Background: an optimization exercise with open tools, aiming at small area. Do not read the settings as production practice.
Function was checked by simulation only, so behaviour that the tests miss may differ from the original.
The clock port is modelled as an ideal driver, which makes a skipped or thinned clock tree look cheaper than it is; a real chip needs a root buffer or a tree.
No activity file was given, so power comes from the tool's default toggle rates.

==> flow/design.v (excerpt) <==
module ir_capture (
    input  wire          clk,
    input  wire          rst,         
    input  wire          tick,        
    input  wire [15:0]   pin,         
    input  wire          bus_valid,
    input  wire          bus_we,
    input  wire [2:0]    bus_idx,
    input  wire [31:0]   bus_wdata,
    output wire [31:0]   bus_rdata,
    output wire          evt_valid,
    output wire          evt_kind,
    output wire          evt_level,
    output wire [3:0]    evt_sink,
    output wire [15:0]   evt_dur
);
For scale: ~280 cells after synthesis, ~110 I/O pins, roughly 2300 um2 of cells after synthesis.
==> flow/config.mk <==
export PLATFORM = sky130hd
export DESIGN_NAME = ir_capture
export DESIGN_NICKNAME = ir_capture
export VERILOG_FILES = /design/flow/design.v
export SDC_FILE = /design/flow/constraint.sdc
export NUM_CORES = 4
export LEC_CHECK = 0
export CAP_MARGIN = 20
export CORE_MARGIN = 2
export CORE_UTILIZATION = 40
export SLEW_MARGIN = 20
==> flow/constraint.sdc <==
create_clock -name core_clock -period 10.0 [get_ports {clk}]
set_input_delay 2.0000 -clock core_clock [delete_from_list [all_inputs] [get_ports {clk}]]
set_output_delay 2.0000 -clock core_clock [all_outputs]
set_load 0.01 [all_outputs]
run.sh (not shown) runs the stock make flow with config.mk's settings and CLKGATE_MAP_FILE= SYNTH_SCRIPT=/design/flow/synth_recipe.tcl, a recipe that flattens the netlist after the stock synthesis.
The baseline finished with timing, DRC and antenna clean.
Then changed:
==> flow/flow/run.sh (new file) <==
#!/bin/bash
# Standard ORFS layout, with smaller port buffers (buf_1) and a single shared
# tie-low cell for the constant outputs.
set -euo pipefail
bash standard.sh \
  "BUFFER_PORTS_ARGS=-buffer_cell sky130_fd_sc_hd__buf_1" \
  SKIP_REPAIR_TIE_FANOUT=1 \
  finish > flow_make.log 2>&1
==> flow/standard.sh (new file) <==
#!/bin/bash
# synth_recipe.tcl (not shown) runs the flow's synth.tcl, then flattens the netlist and writes it again
# the make line also repeats each setting of config.mk as NAME=value (left out here)
make -C /OpenROAD-flow-scripts/flow DESIGN_CONFIG=/design/flow/config.mk WORK_HOME=/design/flow/orfs CLKGATE_MAP_FILE= SYNTH_SCRIPT=/design/flow/synth_recipe.tcl "${@:-finish}"
--- a/flow/config.mk
+++ b/flow/config.mk
@@ -6,4 +6,5 @@
 export NUM_CORES = 4
 export LEC_CHECK = 0
+export ABC_AREA = 1
 export CAP_MARGIN = 20
 export CORE_MARGIN = 2
removed: flow/run.sh
=> The new run passed the timing, design-rule and antenna checks. Power rises by about 6%. Synthesized area drops by about 5.6%. Worst hold slack degrades by 0.011 ns. Register-to-register slack improves by 0.74 ns. Non-clock buffer count goes down by 1. Setup slack is better by 1.1 ns. Maximum frequency climbs by 17%. Die area falls by about 5.4%.

---

ir_capture, a different RTL version from the one above (not shown whole).
For scale: about 200 cells after synthesis, about 32 flip-flops, about 110 I/O pins, ~0.0015 mm^2 of cells after synthesis.
clock: 10.0 ns
lec_check: 0
abc_area: 1
cap_margin: 20
core_margin: 2
core_utilization: 40
gpl_timing_driven: 0
slew_margin: 20
standard.sh (not shown) runs the stock make flow with config.mk's settings and CLKGATE_MAP_FILE= SYNTH_SCRIPT=/design/flow/synth_recipe.tcl, a recipe that flattens the netlist after the stock synthesis.
==> flow/flow/run.sh <==
#!/bin/bash
# Standard ORFS layout (the standard.sh) with:
#  - the standard synthesis with its final ABC mapping run on an area-oriented
#    script (flow/synth.tcl, flow/area.abc); registers are unchanged;
#  - buf_1 port buffers and one shared tie-low cell for the constant outputs;
#  - a clock tree of one clkbuf_16 (flow/one_clkbuf.tcl collapses the tree
#    CTS builds), with no non-default routing rule on the clock net.
# make's full output goes to flow_make.log; each tool's own log is under
# orfs/logs/.
set -euo pipefail
here=$(pwd)
export MY_ABC=$here/flow/area.abc
export CLKBUF_CELL=sky130_fd_sc_hd__clkbuf_16
bash standard.sh \
  SYNTH_SCRIPT=$here/flow/synth.tcl \
  "BUFFER_PORTS_ARGS=-buffer_cell sky130_fd_sc_hd__buf_1" \
  SKIP_REPAIR_TIE_FANOUT=1 SYNTH_INSBUF=0 \
  "CTS_ARGS=-sink_clustering_enable -sink_clustering_size 32 -sink_clustering_max_diameter 200 -buf_list sky130_fd_sc_hd__clkbuf_4 -root_buf sky130_fd_sc_hd__clkbuf_4 -dont_use_dummy_load -apply_ndr none -repair_clock_nets" \
  POST_CTS_TCL=$here/flow/one_clkbuf.tcl \
  finish > flow_make.log 2>&1
Other scripts of this flow, unchanged in this note and not shown: flow/flow/area.abc, flow/flow/one_clkbuf.tcl, flow/flow/synth.tcl
The starting point produced a clean layout.
Edit:
--- a/flow/flow/run.sh
+++ b/flow/flow/run.sh
@@ -2,5 +2,6 @@
 # Standard ORFS layout (the standard.sh) with:
 #  - the standard synthesis with its final ABC mapping run on an area-oriented
-#    script (flow/synth.tcl, flow/area.abc); registers are unchanged;
+#    script (flow/synth.tcl, flow/area.abc) and without the separate adder
+#    mapping step (ADDER_MAP_FILE empty); registers are unchanged;
 #  - buf_1 port buffers and one shared tie-low cell for the constant outputs;
 #  - a clock tree of one clkbuf_16 (flow/one_clkbuf.tcl collapses the tree
@@ -13,5 +14,5 @@
 export CLKBUF_CELL=sky130_fd_sc_hd__clkbuf_16
 bash standard.sh \
-  SYNTH_SCRIPT=$here/flow/synth.tcl \
+  SYNTH_SCRIPT=$here/flow/synth.tcl ADDER_MAP_FILE= \
   "BUFFER_PORTS_ARGS=-buffer_cell sky130_fd_sc_hd__buf_1" \
   SKIP_REPAIR_TIE_FANOUT=1 SYNTH_INSBUF=0 \
Wire length drops slightly. Core utilization went down by 0.59 points. Via count fell slightly. Count of clock-buffer cells in the layout stays the same. Synthesized cell count went down slightly. Critical path depth went up by 3. Total power hardly moves.

---

ember:
ir_capture, a different RTL version from the one above (not shown whole).
Size: roughly 190 cells after synthesis.
export LEC_CHECK = 0
export ABC_AREA = 1
export CAP_MARGIN = 20
export CORE_MARGIN = 2
export CORE_UTILIZATION = 40
export GPL_TIMING_DRIVEN = 0
export SLEW_MARGIN = 20
create_clock -name core_clock -period 10.0 [get_ports {clk}]
==> flow/flow/run.sh <==
#!/bin/bash
# Standard ORFS layout (the standard.sh) with:
#  - the standard synthesis with its final ABC mapping run on an area-oriented
#    script (flow/synth.tcl, flow/area.abc) and without the separate adder
#    mapping step (ADDER_MAP_FILE empty); registers are unchanged;
#  - buf_1 port buffers and one shared tie-low cell for the constant outputs;
#  - a clock tree of clkbuf_4 cells without dummy loads.
# make's full output goes to flow_make.log; each tool's own log is under
# orfs/logs/.
set -euo pipefail
here=$(pwd)
export MY_ABC=$here/flow/area.abc
bash standard.sh \
  SYNTH_SCRIPT=$here/flow/synth.tcl ADDER_MAP_FILE= \
  "BUFFER_PORTS_ARGS=-buffer_cell sky130_fd_sc_hd__buf_1" \
  SKIP_REPAIR_TIE_FANOUT=1 SYNTH_INSBUF=0 \
  "CTS_ARGS=-sink_clustering_enable -sink_clustering_size 32 -sink_clustering_max_diameter 200 -buf_list sky130_fd_sc_hd__clkbuf_4 -root_buf sky130_fd_sc_hd__clkbuf_4 -dont_use_dummy_load -repair_clock_nets" \
  finish > flow_make.log 2>&1
==> flow/flow/area.abc <==
strash
dc2
dch -f
amap
topo
==> flow/flow/synth.tcl <==
# The standard synthesis (synth_recipe.tcl), with the final ABC mapping
# run on an area-oriented script (flow/area.abc) instead of ORFS's.
proc synth {args} { yosys synth -nofsm -noshare {*}$args }
proc abc {args} {
  set keep {}
  for {set i 0} {$i < [llength $args]} {incr i} {
    set a [lindex $args $i]
    if {$a eq "-script"} { incr i; continue }
    lappend keep $a
  }
  yosys abc -script $::env(MY_ABC) {*}$keep
}
source $::env(SCRIPTS_DIR)/synth.tcl
# left out here: clear keep_hierarchy, flatten, clean up, hide names made inside functions, write 1_2_yosys.v
No stage failed in ember, and the final checks on the layout all came back clean.
The following lists how fjord was set up differently from ember:
-- flow/flow/run.sh --
<<< ember, line 7
#  - a clock tree of clkbuf_4 cells without dummy loads.
>>> fjord, line 7
#  - a clock tree of one clkbuf_16 (flow/one_clkbuf.tcl collapses the tree
#    CTS builds), with no non-default routing rule on the clock net.
<<< ember, line 13
>>> fjord, line 14
export CLKBUF_CELL=sky130_fd_sc_hd__clkbuf_16
<<< ember, line 17
  "CTS_ARGS=-sink_clustering_enable -sink_clustering_size 32 -sink_clustering_max_diameter 200 -buf_list sky130_fd_sc_hd__clkbuf_4 -root_buf sky130_fd_sc_hd__clkbuf_4 -dont_use_dummy_load -repair_clock_nets" \
>>> fjord, line 19
  "CTS_ARGS=-sink_clustering_enable -sink_clustering_size 32 -sink_clustering_max_diameter 200 -buf_list sky130_fd_sc_hd__clkbuf_4 -root_buf sky130_fd_sc_hd__clkbuf_4 -dont_use_dummy_load -apply_ndr none -repair_clock_nets" \
  POST_CTS_TCL=$here/flow/one_clkbuf.tcl \
==> flow/flow/one_clkbuf.tcl (new file) <==
# POST_CTS hook: collapse the clock tree CTS built into a single buffer.
# Every flip-flop clock pin is moved from the leaf buffers onto the root
# buffer's net, the leaf buffers are deleted and the root is sized to
# CLKBUF_CELL; then the placement is legalised again.
set root_inst [get_cells clkbuf_0_clk]
set root_net [get_nets -of_objects [get_pins clkbuf_0_clk/X]]
set leaves {}
foreach inst [get_cells clkbuf_*_clk] {
  if { [get_full_name $inst] ne "clkbuf_0_clk" } { lappend leaves $inst }
}
foreach inst [get_cells clkload*] { lappend leaves $inst }
foreach leaf $leaves {
  set lname [get_full_name $leaf]
  set opin [get_pins -quiet $lname/X]
  if { $opin ne "" } {
    set onet [get_nets -of_objects $opin]
    foreach p [get_pins -of_objects $onet] {
      if { [get_property $p direction] eq "input" } {
        disconnect_pin $onet $p
        connect_pin $root_net $p
      }
    }
    disconnect_pin $onet $opin
    set ipin [get_pins $lname/A]
    disconnect_pin $root_net $ipin
    delete_instance $leaf
    delete_net $onet
  } else {
    foreach p [get_pins -of_objects $leaf] {
      set n [get_nets -quiet -of_objects $p]
      if { $n ne "" } { disconnect_pin $n $p }
    }
    delete_instance $leaf
  }
}
replace_cell $root_inst $::env(CLKBUF_CELL)
detailed_placement
estimate_parasitics -placement
report_clock_skew
report_checks -path_delay min_max -format end
==> comparison <==
- Per the final summary, fjord finished and its layout is clean on timing, DRC and antenna.
- Taking ember as the reference, in fjord sequential share of layout area up 0.26 points, total power density per cell area down about 4.6%, part of the power in combinational logic up 0.6 points, layout-stage area growth over the synthesis result down 0.85 points, clock network power share down 4.0 points.
- The total design power of fjord was superior to that of ember.

==> what the ideal ports hide <==
The flow's constraints put no driver on any port. The routed layouts listed below were extracted and timed again, unchanged, in two steps.
Step 1 assumes that a clkbuf_16 drives the clock port and a buf_2 every other input.
Step 2 also shifts input and output timing later by t, the mid clock arrival at the registers, as if the neighbouring blocks saw the same clock.
Slacks: no drivers / after step 1 / after step 2; pairs: no drivers / after step 1.
run | shift t [ns] | setup WS [ns] | hold slack, ns | worst register clock-pin slew, ns | worst data-port slew with drivers (ns)
the first run of note 1 | 0.310 | 2.409 / 2.387 / 2.387 | 0.464 / 0.464 / 0.464 | 0.08 / 0.08 | 0.03
the second run of note 1 | 0.316 | 3.514 / 3.491 / 3.491 | 0.453 / 0.453 / 0.453 | 0.07 / 0.07 | 0.03
the first run of note 2 | 0.205 | 1.056 / 1.034 / 1.034 | 0.484 / 0.484 / 0.484 | 0.12 / 0.12 | 0.04
the second run of note 2 | 0.206 | 1.634 / 1.612 / 1.612 | 0.481 / 0.481 / 0.481 | 0.12 / 0.12 | 0.03
ember | 0.343 | 0.922 / 0.900 / 0.900 | 0.478 / 0.478 / 0.478 | 0.09 / 0.09 | 0.03
fjord | 0.200 | 0.971 / 0.949 / 0.949 | 0.485 / 0.485 / 0.485 | 0.11 / 0.11 | 0.03
After both steps setup and hold are still met in every run listed. For the second run of note 1, which loses most, drivers alone change the setup slack by -0.023 ns; drivers and shift together by -0.023 ns.
